From an optimization exercise on the open Yosys and OpenROAD flow, aimed at small area, a short achievable clock period and few clock cycles; shortcuts taken in it are not production practice. Function was checked by simulation only, so behaviour that the tests miss may differ from the original.

Setup of run 1:
## cpuemu_core
module cpuemu_core (
    input             clk,
    input             rst,         
    input      [15:0] prog_len,    
    output     [15:0] imem_addr,   
    input      [63:0] imem_data,   
    input      [5:0]  dbg_addr,    
    output reg [15:0] dbg_data,    
    output            done,        
    output     [1:0]  state,       
    output     [2:0]  fcode        
);
Size in the first run: about 4200 cells after synthesis.
clock: 15.0 ns
lec_check: 0
abc_area: 1
cap_margin: 20
core_margin: 2
core_utilization: 55
cts_cluster_diameter: 110
cts_cluster_size: 22
setup_slack_margin: 5
slew_margin: 20
run.sh (not shown) runs the stock make flow with config.mk's settings and CLKGATE_MAP_FILE= SYNTH_SCRIPT=/design/flow/synth_recipe.tcl, a recipe that flattens the netlist after the stock synthesis.
Run 1 finished all stages; the layout is clean.
Testbench counts of run 1, summed over its fixed seeds: cycles 64,827.
Relative to run 1, the following input files were edited for run 2:
# run 1
export LEC_CHECK = 0
export ABC_AREA = 1
export CAP_MARGIN = 20
export CORE_MARGIN = 2
export CORE_UTILIZATION = 55
export CTS_CLUSTER_DIAMETER = 110
export CTS_CLUSTER_SIZE = 22
export SETUP_SLACK_MARGIN = 5
export SLEW_MARGIN = 20
create_clock -name core_clock -period 15.0 [get_ports {clk}]
# run 2
export LEC_CHECK = 0
export ABC_AREA = 1
export CAP_MARGIN = 20
export CORE_MARGIN = 2
export CORE_UTILIZATION = 55
export CTS_CLUSTER_DIAMETER = 110
export CTS_CLUSTER_SIZE = 22
export SLEW_MARGIN = 20
create_clock -name core_clock -period 15.0 [get_ports {clk}]
==> flow/flow/run.sh (new file) <==
#!/bin/bash
set -euo pipefail
export SETUP_SLACK_MARGIN=6.8
export BUFFER_PORTS_ARGS="-buffer_cell sky130_fd_sc_hd__buf_2"
bash standard.sh > standard.log 2>&1
==> flow/standard.sh (new file) <==
#!/bin/bash
# synth_recipe.tcl (not shown) runs the flow's synth.tcl, then flattens the netlist and writes it again
# the make line also repeats each setting of config.mk as NAME=value (left out here)
make -C /OpenROAD-flow-scripts/flow DESIGN_CONFIG=/design/flow/config.mk WORK_HOME=/design/flow/orfs CLKGATE_MAP_FILE= SYNTH_SCRIPT=/design/flow/synth_recipe.tcl "${@:-finish}"
removed: flow/run.sh
Results
The run showing the greater critical path depth is run 2. Run 2 against run 1; iteration-0 DRC count of the detailed router is down by a few percent. | design area | higher: run 2 |. Compared with run 1, in run 2 via count moved up; count of instances resized after the clock tree is built increased by 43 relative to the old numbers.
The inputs of run 3 differ from those of run 2 as listed below.
# run 2
export LEC_CHECK = 0
export ABC_AREA = 1
export CAP_MARGIN = 20
export CORE_MARGIN = 2
export CORE_UTILIZATION = 55
export CTS_CLUSTER_DIAMETER = 110
export CTS_CLUSTER_SIZE = 22
export SLEW_MARGIN = 20
create_clock -name core_clock -period 15.0 [get_ports {clk}]
# run 3
export LEC_CHECK = 0
export ABC_AREA = 1
export CAP_MARGIN = 10
export CORE_MARGIN = 2
export CORE_UTILIZATION = 55
export CTS_CLUSTER_DIAMETER = 110
export CTS_CLUSTER_SIZE = 22
export SLEW_MARGIN = 10
create_clock -name core_clock -period 15.0 [get_ports {clk}]
==> flow/flow/run.sh <==
#!/bin/bash
set -euo pipefail
export SETUP_SLACK_MARGIN=6.8
export BUFFER_PORTS_ARGS="-buffer_cell sky130_fd_sc_hd__buf_1"
bash standard.sh > standard.log 2>&1
Findings:
Clock insertion delay at the later pin of the skew report came out higher on run 3 than on run 2. Looking at run 3 and run 2, the met1 wire length is a wash. Re area growth from synthesis to layout: run 3 is 0.79 points up on run 2. Between run 2 and run 3, the flow reports area used by multi-input combinational logic increasing slightly. For post-DP HPWL, run 3 and run 2 come out practically identical. Diff run 3..run 2 | final cell count without fillers | negligible. Comparing run 3 against run 2, there is no change at all in total number of H-tree levels. | slew at the pin closest to its max-slew limit | run 3 vs run 2 | 0.12 ns higher |.

Starting RTL as in the previous note.
clock: 15.0 ns
lec_check: 0
abc_area: 1
cap_margin: 20
core_margin: 2
core_utilization: 55
cts_cluster_diameter: 110
cts_cluster_size: 22
slew_margin: 20
standard.sh (not shown) runs the stock make flow with config.mk's settings and CLKGATE_MAP_FILE= SYNTH_SCRIPT=/design/flow/synth_recipe.tcl, a recipe that flattens the netlist after the stock synthesis.
==> flow/flow/run.sh <==
#!/bin/bash
set -euo pipefail
export SETUP_SLACK_MARGIN=7.2
export BUFFER_PORTS_ARGS="-buffer_cell sky130_fd_sc_hd__buf_2"
bash standard.sh > standard.log 2>&1
Testbench counts at the start, summed over its fixed seeds: cycles 64,827.
Then changed:
==> flow/flow/run.sh (replaced) <==
#!/bin/bash
set -euo pipefail
export SETUP_SLACK_MARGIN=7.0
export BUFFER_PORTS_ARGS="-buffer_cell sky130_fd_sc_hd__buf_2"
bash standard.sh > standard.log 2>&1
CORE_UTILIZATION = 58   (was 55)
TNS_END_PERCENT = 20   (was default)
After rerunning:
- The new run produced a clean layout
- sequential cell count is unchanged
- wire length shrinks by 1.4%
- non-clock buffer count goes down by 4
- utilization climbs by 2.0 points
Then changed:
==> flow/flow/run.sh (replaced) <==
#!/bin/bash
set -euo pipefail
export SETUP_SLACK_MARGIN=7.2
export BUFFER_PORTS_ARGS="-buffer_cell sky130_fd_sc_hd__buf_2"
bash standard.sh > standard.log 2>&1
CORE_UTILIZATION = 55   (was 58)
Core utilization came out lower by 2.4 points.
Clock skew increases by 0.017 ns.
Wire length came out higher by 1.2%.
Worst setup slack gains 0.086 ns.

-- what the ideal ports hide --
Ports are ideal in the flow. The routed layouts listed here were re-timed in OpenROAD.
Step 1 sets driving cells, clkbuf_16 on the clock port and buf_2 on the other inputs (assumed; they add their load-dependent delay and slew).
Step 2 also shifts input and output timing later by t, the mid clock arrival at the registers, as if the neighbouring blocks saw the same clock.
a / b / c = no drivers / after step 1 / after step 2; a / b = the first two.
| run | t (ns) | setup WS [ns] | worst setup path after step 2 | latest minus earliest clock arrival (ns) | pins driven straight from the clock port |
|---|---|---|---|---|---|
| run 1 | 0.681 | 5.002 / 4.952 / 4.952 | input to output | 0.038 / 0.038 | 1 |
| run 2 | 0.678 | 6.776 / 6.736 / 6.246 | input to register | 0.058 / 0.058 | 1 |
| run 3 | 0.691 | 6.756 / 6.718 / 6.280 | input to register | 0.067 / 0.067 | 1 |
| the first run of note 2 | 0.689 | 6.855 / 6.789 / 6.724 | input to register | 0.064 / 0.064 | 1 |
| the second run of note 2 | 0.680 | 6.826 / 6.765 / 6.247 | input to register | 0.046 / 0.046 | 1 |
| the third run of note 2 | 0.690 | 6.912 / 6.815 / 6.347 | input to register | 0.063 / 0.063 | 1 |
After both steps setup and hold are still met in every run listed. The setup slack of the second run of note 2, which loses most, moves by -0.061 ns with the drivers and by -0.579 ns with both steps.
